This design comes from an exercise in tuning for small area, a short achievable clock period and few clock cycles per item on the open sky130 flow, not from production work.
Function was checked by simulation only, so behaviour that the tests miss may differ from the original.
Power and IR drop assume default switching activity.

$ cat flow/run.sh
#!/bin/bash
# synth_recipe.tcl (not shown) runs the flow's synth.tcl, then flattens the netlist and writes it again
# the make line also repeats each setting of config.mk as NAME=value (left out here)
make -C /OpenROAD-flow-scripts/flow DESIGN_CONFIG=/design/flow/config.mk WORK_HOME=/design/flow/orfs CLKGATE_MAP_FILE= SYNTH_SCRIPT=/design/flow/synth_recipe.tcl finish
$ cat flow/config.mk
export PLATFORM = sky130hd
export DESIGN_NAME = cobs_enc
export DESIGN_NICKNAME = cobs_enc
export VERILOG_FILES = /design/flow/design.v
export SDC_FILE = /design/flow/constraint.sdc
export NUM_CORES = 4
export LEC_CHECK = 0
export CAP_MARGIN = 20
export CORE_MARGIN = 2
export CORE_UTILIZATION = 40
export SLEW_MARGIN = 20
$ cat flow/constraint.sdc
create_clock -name core_clock -period 8.0 [get_ports {clk}]
set_input_delay 1.6000 -clock core_clock [delete_from_list [all_inputs] [get_ports {clk}]]
set_output_delay 1.6000 -clock core_clock [all_outputs]
set_load 0.01 [all_outputs]
$ cat flow/design.v
module csum8_table (
    input  wire [7:0] idx,
    output reg  [7:0] val
);
    always @(*) begin
        case (idx)
            8'h00: val = 8'h00;
            8'h01: val = 8'h5E;
            8'h02: val = 8'hBC;
            8'h03: val = 8'hE2;
            8'h04: val = 8'h61;
            8'h05: val = 8'h3F;
            8'h06: val = 8'hDD;
            8'h07: val = 8'h83;
            8'h08: val = 8'hC2;
            8'h09: val = 8'h9C;
            8'h0A: val = 8'h7E;
            8'h0B: val = 8'h20;
            8'h0C: val = 8'hA3;
            8'h0D: val = 8'hFD;
            8'h0E: val = 8'h1F;
            8'h0F: val = 8'h41;
            8'h10: val = 8'h9D;
            8'h11: val = 8'hC3;
            8'h12: val = 8'h21;
            8'h13: val = 8'h7F;
            8'h14: val = 8'hFC;
            8'h15: val = 8'hA2;
            8'h16: val = 8'h40;
            8'h17: val = 8'h1E;
            8'h18: val = 8'h5F;
            8'h19: val = 8'h01;
            8'h1A: val = 8'hE3;
            8'h1B: val = 8'hBD;
            8'h1C: val = 8'h3E;
            8'h1D: val = 8'h60;
            8'h1E: val = 8'h82;
            8'h1F: val = 8'hDC;
            8'h20: val = 8'h23;
            8'h21: val = 8'h7D;
            8'h22: val = 8'h9F;
            8'h23: val = 8'hC1;
            8'h24: val = 8'h42;
            8'h25: val = 8'h1C;
            8'h26: val = 8'hFE;
            8'h27: val = 8'hA0;
            8'h28: val = 8'hE1;
            8'h29: val = 8'hBF;
            8'h2A: val = 8'h5D;
            8'h2B: val = 8'h03;
            8'h2C: val = 8'h80;
            8'h2D: val = 8'hDE;
            8'h2E: val = 8'h3C;
            8'h2F: val = 8'h62;
            8'h30: val = 8'hBE;
            8'h31: val = 8'hE0;
            8'h32: val = 8'h02;
            8'h33: val = 8'h5C;
            8'h34: val = 8'hDF;
            8'h35: val = 8'h81;
            8'h36: val = 8'h63;
            8'h37: val = 8'h3D;
            8'h38: val = 8'h7C;
            8'h39: val = 8'h22;
            8'h3A: val = 8'hC0;
            8'h3B: val = 8'h9E;
            8'h3C: val = 8'h1D;
            8'h3D: val = 8'h43;
            8'h3E: val = 8'hA1;
            8'h3F: val = 8'hFF;
            8'h40: val = 8'h46;
            8'h41: val = 8'h18;
            8'h42: val = 8'hFA;
            8'h43: val = 8'hA4;
            8'h44: val = 8'h27;
            8'h45: val = 8'h79;
            8'h46: val = 8'h9B;
            8'h47: val = 8'hC5;
            8'h48: val = 8'h84;
            8'h49: val = 8'hDA;
            8'h4A: val = 8'h38;
            8'h4B: val = 8'h66;
            8'h4C: val = 8'hE5;
            8'h4D: val = 8'hBB;
            8'h4E: val = 8'h59;
            8'h4F: val = 8'h07;
            8'h50: val = 8'hDB;
            8'h51: val = 8'h85;
            8'h52: val = 8'h67;
            8'h53: val = 8'h39;
            8'h54: val = 8'hBA;
            8'h55: val = 8'hE4;
            8'h56: val = 8'h06;
            8'h57: val = 8'h58;
            8'h58: val = 8'h19;
            8'h59: val = 8'h47;
            8'h5A: val = 8'hA5;
            8'h5B: val = 8'hFB;
            8'h5C: val = 8'h78;
            8'h5D: val = 8'h26;
            8'h5E: val = 8'hC4;
            8'h5F: val = 8'h9A;
            8'h60: val = 8'h65;
            8'h61: val = 8'h3B;
            8'h62: val = 8'hD9;
            8'h63: val = 8'h87;
            8'h64: val = 8'h04;
            8'h65: val = 8'h5A;
            8'h66: val = 8'hB8;
            8'h67: val = 8'hE6;
            8'h68: val = 8'hA7;
            8'h69: val = 8'hF9;
            8'h6A: val = 8'h1B;
            8'h6B: val = 8'h45;
            8'h6C: val = 8'hC6;
            8'h6D: val = 8'h98;
            8'h6E: val = 8'h7A;
            8'h6F: val = 8'h24;
            8'h70: val = 8'hF8;
            8'h71: val = 8'hA6;
            8'h72: val = 8'h44;
            8'h73: val = 8'h1A;
            8'h74: val = 8'h99;
            8'h75: val = 8'hC7;
            8'h76: val = 8'h25;
            8'h77: val = 8'h7B;
            8'h78: val = 8'h3A;
            8'h79: val = 8'h64;
            8'h7A: val = 8'h86;
            8'h7B: val = 8'hD8;
            8'h7C: val = 8'h5B;
            8'h7D: val = 8'h05;
            8'h7E: val = 8'hE7;
            8'h7F: val = 8'hB9;
            8'h80: val = 8'h8C;
            8'h81: val = 8'hD2;
            8'h82: val = 8'h30;
            8'h83: val = 8'h6E;
            8'h84: val = 8'hED;
            8'h85: val = 8'hB3;
            8'h86: val = 8'h51;
            8'h87: val = 8'h0F;
            8'h88: val = 8'h4E;
            8'h89: val = 8'h10;
            8'h8A: val = 8'hF2;
            8'h8B: val = 8'hAC;
            8'h8C: val = 8'h2F;
            8'h8D: val = 8'h71;
            8'h8E: val = 8'h93;
            8'h8F: val = 8'hCD;
            8'h90: val = 8'h11;
            8'h91: val = 8'h4F;
            8'h92: val = 8'hAD;
            8'h93: val = 8'hF3;
            8'h94: val = 8'h70;
            8'h95: val = 8'h2E;
            8'h96: val = 8'hCC;
            8'h97: val = 8'h92;
            8'h98: val = 8'hD3;
            8'h99: val = 8'h8D;
            8'h9A: val = 8'h6F;
            8'h9B: val = 8'h31;
            8'h9C: val = 8'hB2;
            8'h9D: val = 8'hEC;
            8'h9E: val = 8'h0E;
            8'h9F: val = 8'h50;
            8'hA0: val = 8'hAF;
            8'hA1: val = 8'hF1;
            8'hA2: val = 8'h13;
            8'hA3: val = 8'h4D;
            8'hA4: val = 8'hCE;
            8'hA5: val = 8'h90;
            8'hA6: val = 8'h72;
            8'hA7: val = 8'h2C;
            8'hA8: val = 8'h6D;
            8'hA9: val = 8'h33;
            8'hAA: val = 8'hD1;
            8'hAB: val = 8'h8F;
            8'hAC: val = 8'h0C;
            8'hAD: val = 8'h52;
            8'hAE: val = 8'hB0;
            8'hAF: val = 8'hEE;
            8'hB0: val = 8'h32;
            8'hB1: val = 8'h6C;
            8'hB2: val = 8'h8E;
            8'hB3: val = 8'hD0;
            8'hB4: val = 8'h53;
            8'hB5: val = 8'h0D;
            8'hB6: val = 8'hEF;
            8'hB7: val = 8'hB1;
            8'hB8: val = 8'hF0;
            8'hB9: val = 8'hAE;
            8'hBA: val = 8'h4C;
            8'hBB: val = 8'h12;
            8'hBC: val = 8'h91;
            8'hBD: val = 8'hCF;
            8'hBE: val = 8'h2D;
            8'hBF: val = 8'h73;
            8'hC0: val = 8'hCA;
            8'hC1: val = 8'h94;
            8'hC2: val = 8'h76;
            8'hC3: val = 8'h28;
            8'hC4: val = 8'hAB;
            8'hC5: val = 8'hF5;
            8'hC6: val = 8'h17;
            8'hC7: val = 8'h49;
            8'hC8: val = 8'h08;
            8'hC9: val = 8'h56;
            8'hCA: val = 8'hB4;
            8'hCB: val = 8'hEA;
            8'hCC: val = 8'h69;
            8'hCD: val = 8'h37;
            8'hCE: val = 8'hD5;
            8'hCF: val = 8'h8B;
            8'hD0: val = 8'h57;
            8'hD1: val = 8'h09;
            8'hD2: val = 8'hEB;
            8'hD3: val = 8'hB5;
            8'hD4: val = 8'h36;
            8'hD5: val = 8'h68;
            8'hD6: val = 8'h8A;
            8'hD7: val = 8'hD4;
            8'hD8: val = 8'h95;
            8'hD9: val = 8'hCB;
            8'hDA: val = 8'h29;
            8'hDB: val = 8'h77;
            8'hDC: val = 8'hF4;
            8'hDD: val = 8'hAA;
            8'hDE: val = 8'h48;
            8'hDF: val = 8'h16;
            8'hE0: val = 8'hE9;
            8'hE1: val = 8'hB7;
            8'hE2: val = 8'h55;
            8'hE3: val = 8'h0B;
            8'hE4: val = 8'h88;
            8'hE5: val = 8'hD6;
            8'hE6: val = 8'h34;
            8'hE7: val = 8'h6A;
            8'hE8: val = 8'h2B;
            8'hE9: val = 8'h75;
            8'hEA: val = 8'h97;
            8'hEB: val = 8'hC9;
            8'hEC: val = 8'h4A;
            8'hED: val = 8'h14;
            8'hEE: val = 8'hF6;
            8'hEF: val = 8'hA8;
            8'hF0: val = 8'h74;
            8'hF1: val = 8'h2A;
            8'hF2: val = 8'hC8;
            8'hF3: val = 8'h96;
            8'hF4: val = 8'h15;
            8'hF5: val = 8'h4B;
            8'hF6: val = 8'hA9;
            8'hF7: val = 8'hF7;
            8'hF8: val = 8'hB6;
            8'hF9: val = 8'hE8;
            8'hFA: val = 8'h0A;
            8'hFB: val = 8'h54;
            8'hFC: val = 8'hD7;
            8'hFD: val = 8'h89;
            8'hFE: val = 8'h6B;
            8'hFF: val = 8'h35;
            default: val = 8'h00;
        endcase
    end
endmodule
module cobs_enc (
    input  wire       clk,
    input  wire       rst,           
    input  wire       in_valid,
    output wire       in_ready,
    input  wire [7:0] in_data,
    input  wire       in_last,       
    input  wire       in_empty,      
    input  wire       in_pre,        
    input  wire       in_cs,         
    output wire       out_valid,
    input  wire       out_ready,
    output reg  [7:0] out_data,
    output wire       out_last       
);
    localparam [7:0] SEED = 8'h55;
    localparam [2:0] S_IDLE   = 3'd0,    
                     S_PRE    = 3'd1,    
                     S_GATHER = 3'd2,    
                     S_CSUM   = 3'd3,    
                     S_CODE   = 3'd4,    
                     S_LIT    = 3'd5,    
                     S_TERM   = 3'd6;    
    reg  [2:0] state;
    reg        cs_r;
    reg  [7:0] crc;
    reg  [7:0] lit_buf [0:62];
    reg  [5:0] n;              
    reg  [1:0] k;              
    reg  [5:0] idx;            
    reg        payload_done;   
    reg        eob;            
    wire [7:0] crc_next;
    csum8_table u_table (.idx(crc ^ in_data), .val(crc_next));
    wire [7:0] b      = (state == S_CSUM) ? crc : in_data;
    wire       b_zero = (b == 8'h00);
    wire       group_full = !b_zero && (k != 2'd0 || n == 6'd63);
    assign in_ready  = (state == S_GATHER) && (in_empty || !group_full);
    assign out_valid = (state == S_PRE) || (state == S_CODE) ||
                       (state == S_LIT) || (state == S_TERM);
    assign out_last  = (state == S_TERM);
    always @(*) begin
        case (state)
            S_CODE:  out_data = {k, n};
            S_LIT:   out_data = lit_buf[idx];
            default: out_data = 8'h00;
        endcase
    end
    wire [2:0] after_group = eob ? S_TERM : (payload_done ? S_CSUM : S_GATHER);
    always @(posedge clk) begin
        if (rst) begin
            state <= S_IDLE;
        end else begin
            case (state)
                S_IDLE: begin
                    if (in_valid) begin
                        cs_r         <= in_cs;
                        crc          <= SEED;
                        n            <= 6'd0;
                        k            <= 2'd0;
                        payload_done <= 1'b0;
                        eob          <= 1'b0;
                        state        <= in_pre ? S_PRE : S_GATHER;
                    end
                end
                S_PRE: begin
                    if (out_ready)
                        state <= S_GATHER;
                end
                S_GATHER: begin
                    if (in_valid) begin
                        if (in_empty) begin
                            payload_done <= 1'b1;
                            eob          <= !cs_r;
                            state        <= cs_r ? S_CSUM : S_TERM;
                        end else if (group_full) begin
                            idx   <= 6'd0;
                            state <= S_CODE;
                        end else begin
                            crc <= crc_next;
                            if (b_zero) begin
                                k <= k + 2'd1;
                            end else begin
                                lit_buf[n] <= b;
                                n <= n + 6'd1;
                            end
                            if (in_last) begin
                                payload_done <= 1'b1;
                                eob          <= !cs_r;
                            end
                            idx <= 6'd0;
                            if (b_zero && k == 2'd2)
                                state <= S_CODE;
                            else if (in_last)
                                state <= cs_r ? S_CSUM : S_CODE;
                        end
                    end
                end
                S_CSUM: begin
                    idx <= 6'd0;
                    if (!group_full) begin
                        if (b_zero) begin
                            k <= k + 2'd1;
                        end else begin
                            lit_buf[n] <= b;
                            n <= n + 6'd1;
                        end
                        eob <= 1'b1;
                    end
                    state <= S_CODE;
                end
                S_CODE: begin
                    if (out_ready) begin
                        if (n != 6'd0) begin
                            state <= S_LIT;
                        end else begin
                            k     <= 2'd0;
                            state <= after_group;
                        end
                    end
                end
                S_LIT: begin
                    if (out_ready) begin
                        if (idx == n - 6'd1) begin
                            n     <= 6'd0;
                            k     <= 2'd0;
                            state <= after_group;
                        end else begin
                            idx <= idx + 6'd1;
                        end
                    end
                end
                S_TERM: begin
                    if (out_ready)
                        state <= S_IDLE;
                end
                default: state <= S_IDLE;
            endcase
        end
    end
endmodule
==> flow_metrics.tcl <==
set metrics [dict create \
    clock_path_buffers 3 \
    start_util_pct 40.2 \
    synth-edff-count 529 \
    cts-root-buf "clkbuf_16" \
    grt_pass1_wl_um 74300 \
    syn-mean-instance-area_um2 18.8 \
    rsz0062_at_grt "no" \
    drcViolationCount 0 \
    grt_max_degree 66 \
    fillers 4567 \
    hold_viol_final 0 \
    vias 11083 \
    r2r_slack_ns 3.94 \
    netlist_instances 1171 \
    clock.fmax_ghz 0.170 \
    path_class "flip-flop to output port" \
    drv_slew 0 \
    skew_ns 0.0152 \
    dp_hpwl_um 30500 \
    crit_required_ns 6.40 \
    yosysWarnings 2 \
    netlist.area_leader.share_pct 72.1 \
    ctsHoldBuffers 0 \
    status "finished clean" \
    antenna_found_initial 1 \
    synth_area_um2 22000 \
    synth.distinct_cells 62 \
    routedWlPerCell_um 25.4 \
    placed_area_um2 23000 \
    rows 86 \
    start_kind "flip-flop" \
    synthArstFlopShare_pct 0 \
    ys_seq_elements 538 \
    timing.hold.ws_ns 0.601 \
    grt.total_usage_pct 17.8 \
    syn_nets 1192 \
    cts_setup_buffers 0 \
    routed_wl_um 49800 \
    drive_above_1_share_pct 20.2 \
    drt_pass1_iterations 5 \
    die_y_um 239 \
    fin_crit_ns 5.90 \
    fin_nets 1232 \
    grt_pass1_vias 11304 \
    synth_ff_type "edfxtp_1" \
    cts.sinks 538 \
    p_comb_share_pct 18.4 \
    power.clock.fraction_pct 35.3 \
    ios 27 \
    routabilityCongestion 0.848 \
    synth_top_area_cell "edfxtp_1" \
    synthTopCellsByArea "edfxtp_1 (72%), mux4_2 (13%), nor2_1 (1.7%)" \
    tns_ns 0 \
    drtIter0Drc 1153 \
    p_int_w 0.00534 \
    syn2layout_area_growth_pct 12.7 \
    max_slew.worst_pin.slew_ns 1.08 \
    worst-r2r-cell-count 6 \
    ys_seq_area_share_pct 72.9 \
    worst_r2r_endpoint "lit_buf[14][1]" \
    htreeDepth 2 \
    post_cts_resized 0 \
    dieArea_um2 57000 \
    clkTransAtPathRegs_ns 0.06 \
    crit_arrival_ns 4.30 \
    avgViaCountPerCell 5.66 \
    final_area_um2 24800 \
    path_max_fanout 65 \
    p_per_area_nw_per_um2 297 \
    slew_headroom_pct 27.9 \
    setup_viol_count_final 0 \
    portBuffers 26 \
    drv_cap 0 \
    finalCritPeriodShare_pct 73.7 \
    seqPwrFrac_pct 46.3 \
    rr_startpoint "state[1]" \
    core_area_um2 54800 \
    power.leakage_nw 7.68 \
    cp-endpoint "out_data[5]" \
    hold_class "flip-flop to flip-flop" \
    insertion_delay_ns 0.62 \
    die_x_um 239 \
    power_switching_w 0.00204 \
    tritoncts "done" \
    irDropWorstVdd_uv 164 \
    gr-total-overflow 0 \
    antenna_cells 0 \
    cts_buffers 54 \
    power_switching_share_pct 27.7 \
    end_kind "output port" \
    antenna_left 0 \
]
## critical path, cell delays in order, from the launching register on
cell,delay [ns]
dfxtp_4,0.97
buf_4,0.59
mux4_2,0.39
mux4_2,0.48
mux2_2,0.30
a221o_1,0.38
clkdlybuf4s50_1,0.49
## cell usage after synthesis, types with 3 or more instances
library cell and instances:
a211oi_1 8, a21oi_1 26, a221oi_1 10, a31oi_1 6
a32o_1 4, and3_1 5, buf_1 8, buf_2 10
buf_4 11, buf_6 4, clkbuf_1 28, dfxtp_1 9
edfxtp_1 529, ha_1 5, inv_1 11, mux2_2 12
mux2i_1 24, mux4_2 130, nand2_1 53, nand2b_1 7
nand3_1 15, nand3b_1 5, nor2_1 102, nor2b_1 19
nor4_1 3, o211ai_1 4, o21a_1 3, o21ai_0 26
o221ai_1 3, o22ai_1 5, or3_1 12, xnor2_1 23
xor2_1 11
## power groups by stage
stage,Clock [W],Sequential (W),Combinational [W]
2_1_floorplan,0,0.00331,0.00108
3_3_place_gp,0,0.00347,0.00135
3_5_place_dp,0,0.00348,0.00137
4_1_cts,0.00264,0.00342,0.00137
5_1_grt,0.00275,0.00343,0.00146
6_report,0.00261,0.00341,0.00136
## sequential cells by signal, summed over array words and instances, names as in the netlist, named ones only
signal,count
lit_buf,504
crc,8
idx,6
n,6
state,3
k,2
cs_r,1
eob,1
payload_done,1
## per-layer routing
layer  GRT usage (%)  part of all wire [%]  vias to the layer above
li1                -                     -                     4834
met1            25.5                    44                     5779
met2            28.0                    47                      385
met3            2.69                   6.4                       85
met4            5.85                   2.5                        0
met5               0                     0                        -
## final cells by class
cell class	count	area [µm²]	area share [%]
Clock buffer	63	1390	5.58
Clock inverter	37	450	1.81
Timing Repair Buffer	46	410	1.65
Inverter	11	41.3	0.166
Multi-Input combinational cell	560	5600	22.5
Tap cell	704	881	3.55
Sequential cell	538	16100	64.7
## worst min-delay path by stage
stage | from | end | depth (start not counted) | slack [ns]
2_1_floorplan | idx[5] | flip-flop | 1 | 0.51
3_3_place_gp | idx[5] | flip-flop | 1 | 0.56
3_5_place_dp | idx[5] | flip-flop | 1 | 0.56
4_1_cts | idx[5] | flip-flop | 1 | 0.61
5_1_grt | idx[1] | flip-flop | 1 | 0.63
6_report | idx[5] | flip-flop | 1 | 0.60
## logic make-up (layout without fill, tap and decap cells)
logic type / count (synthesis) / in the layout / synth area share (%)
compound gates: 116 / 116 / 3.54
xor+xnor: 34 / 34 / 1.35
fa+ha+maj: 5 / 5 / 0.284
buf+inv: 73 / 157 / 1.70
flops: 538 / 538 / 72.9
mux: 167 / 167 / 15.1
simple gates: 238 / 238 / 5.12
## through the flow
stage	utilization, %	power, W	instances	setup slack [ns]
after global routing	45.4	0.00764	1959	1.86
final	45.4	0.00738	1959	2.10
after detailed placement	42.0	0.00484	1859	2.63
after floorplan	-	0.00439	1171	3.95
after CTS	45.4	0.00743	1959	1.97
after global placement	42.0	0.00483	1859	2.65
## placed cells by master, fill, tap and decap left out, types with 4 or more instances in the layout
cell type,instances
clkinvlp_4,6
clkbuf_1,9
clkdlybuf4s50_1,26
o211ai_1,4
a211oi_1,8
mux2_2,12
o22ai_1,5
o21ai_0,26
inv_1,11
dfxtp_1,5
xnor2_1,23
clkbuf_16,54
nand3_1,15
nor2_1,102
nand2b_1,7
xor2_1,11
a21oi_1,26
ha_1,5
and3_1,5
mux4_2,130
clkinv_1,10
clkinv_2,5
nand2_1,53
or3_1,12
bufinv_16,8
edfxtp_1,529
a221oi_1,10
mux2i_1,24
a31oi_1,6
nor2b_1,19
nand3b_1,5
a32o_1,4
buf_4,20
Testbench counts, summed over its fixed seeds: cycles 46,196, bytes 21,605.

## static timing again, ports no longer ideal
In the flow no input, the clock included, has a driving cell. The finished layout below was timed again as built, in two steps. Step 1: set_driving_cell puts a clkbuf_16 on clk and a buf_2 on each other input, an assumption about the parent block. Step 2 times the ports against the registers' clock, not the clock port: input delays grow and output delays shrink by t, the midpoint of the rising clock arrivals with the driver on. a / b / c = ideal / step 1 / step 2; a / b = the first two.
t, ns: 0.675
setup WS [ns]: 2.101 / 2.040 / 2.714
worst slew at a driven data input, ns: 0.03
After both steps setup and hold are still met in this run. The setup slack of this run moves by -0.061 ns with the drivers and by +0.613 ns with both steps.
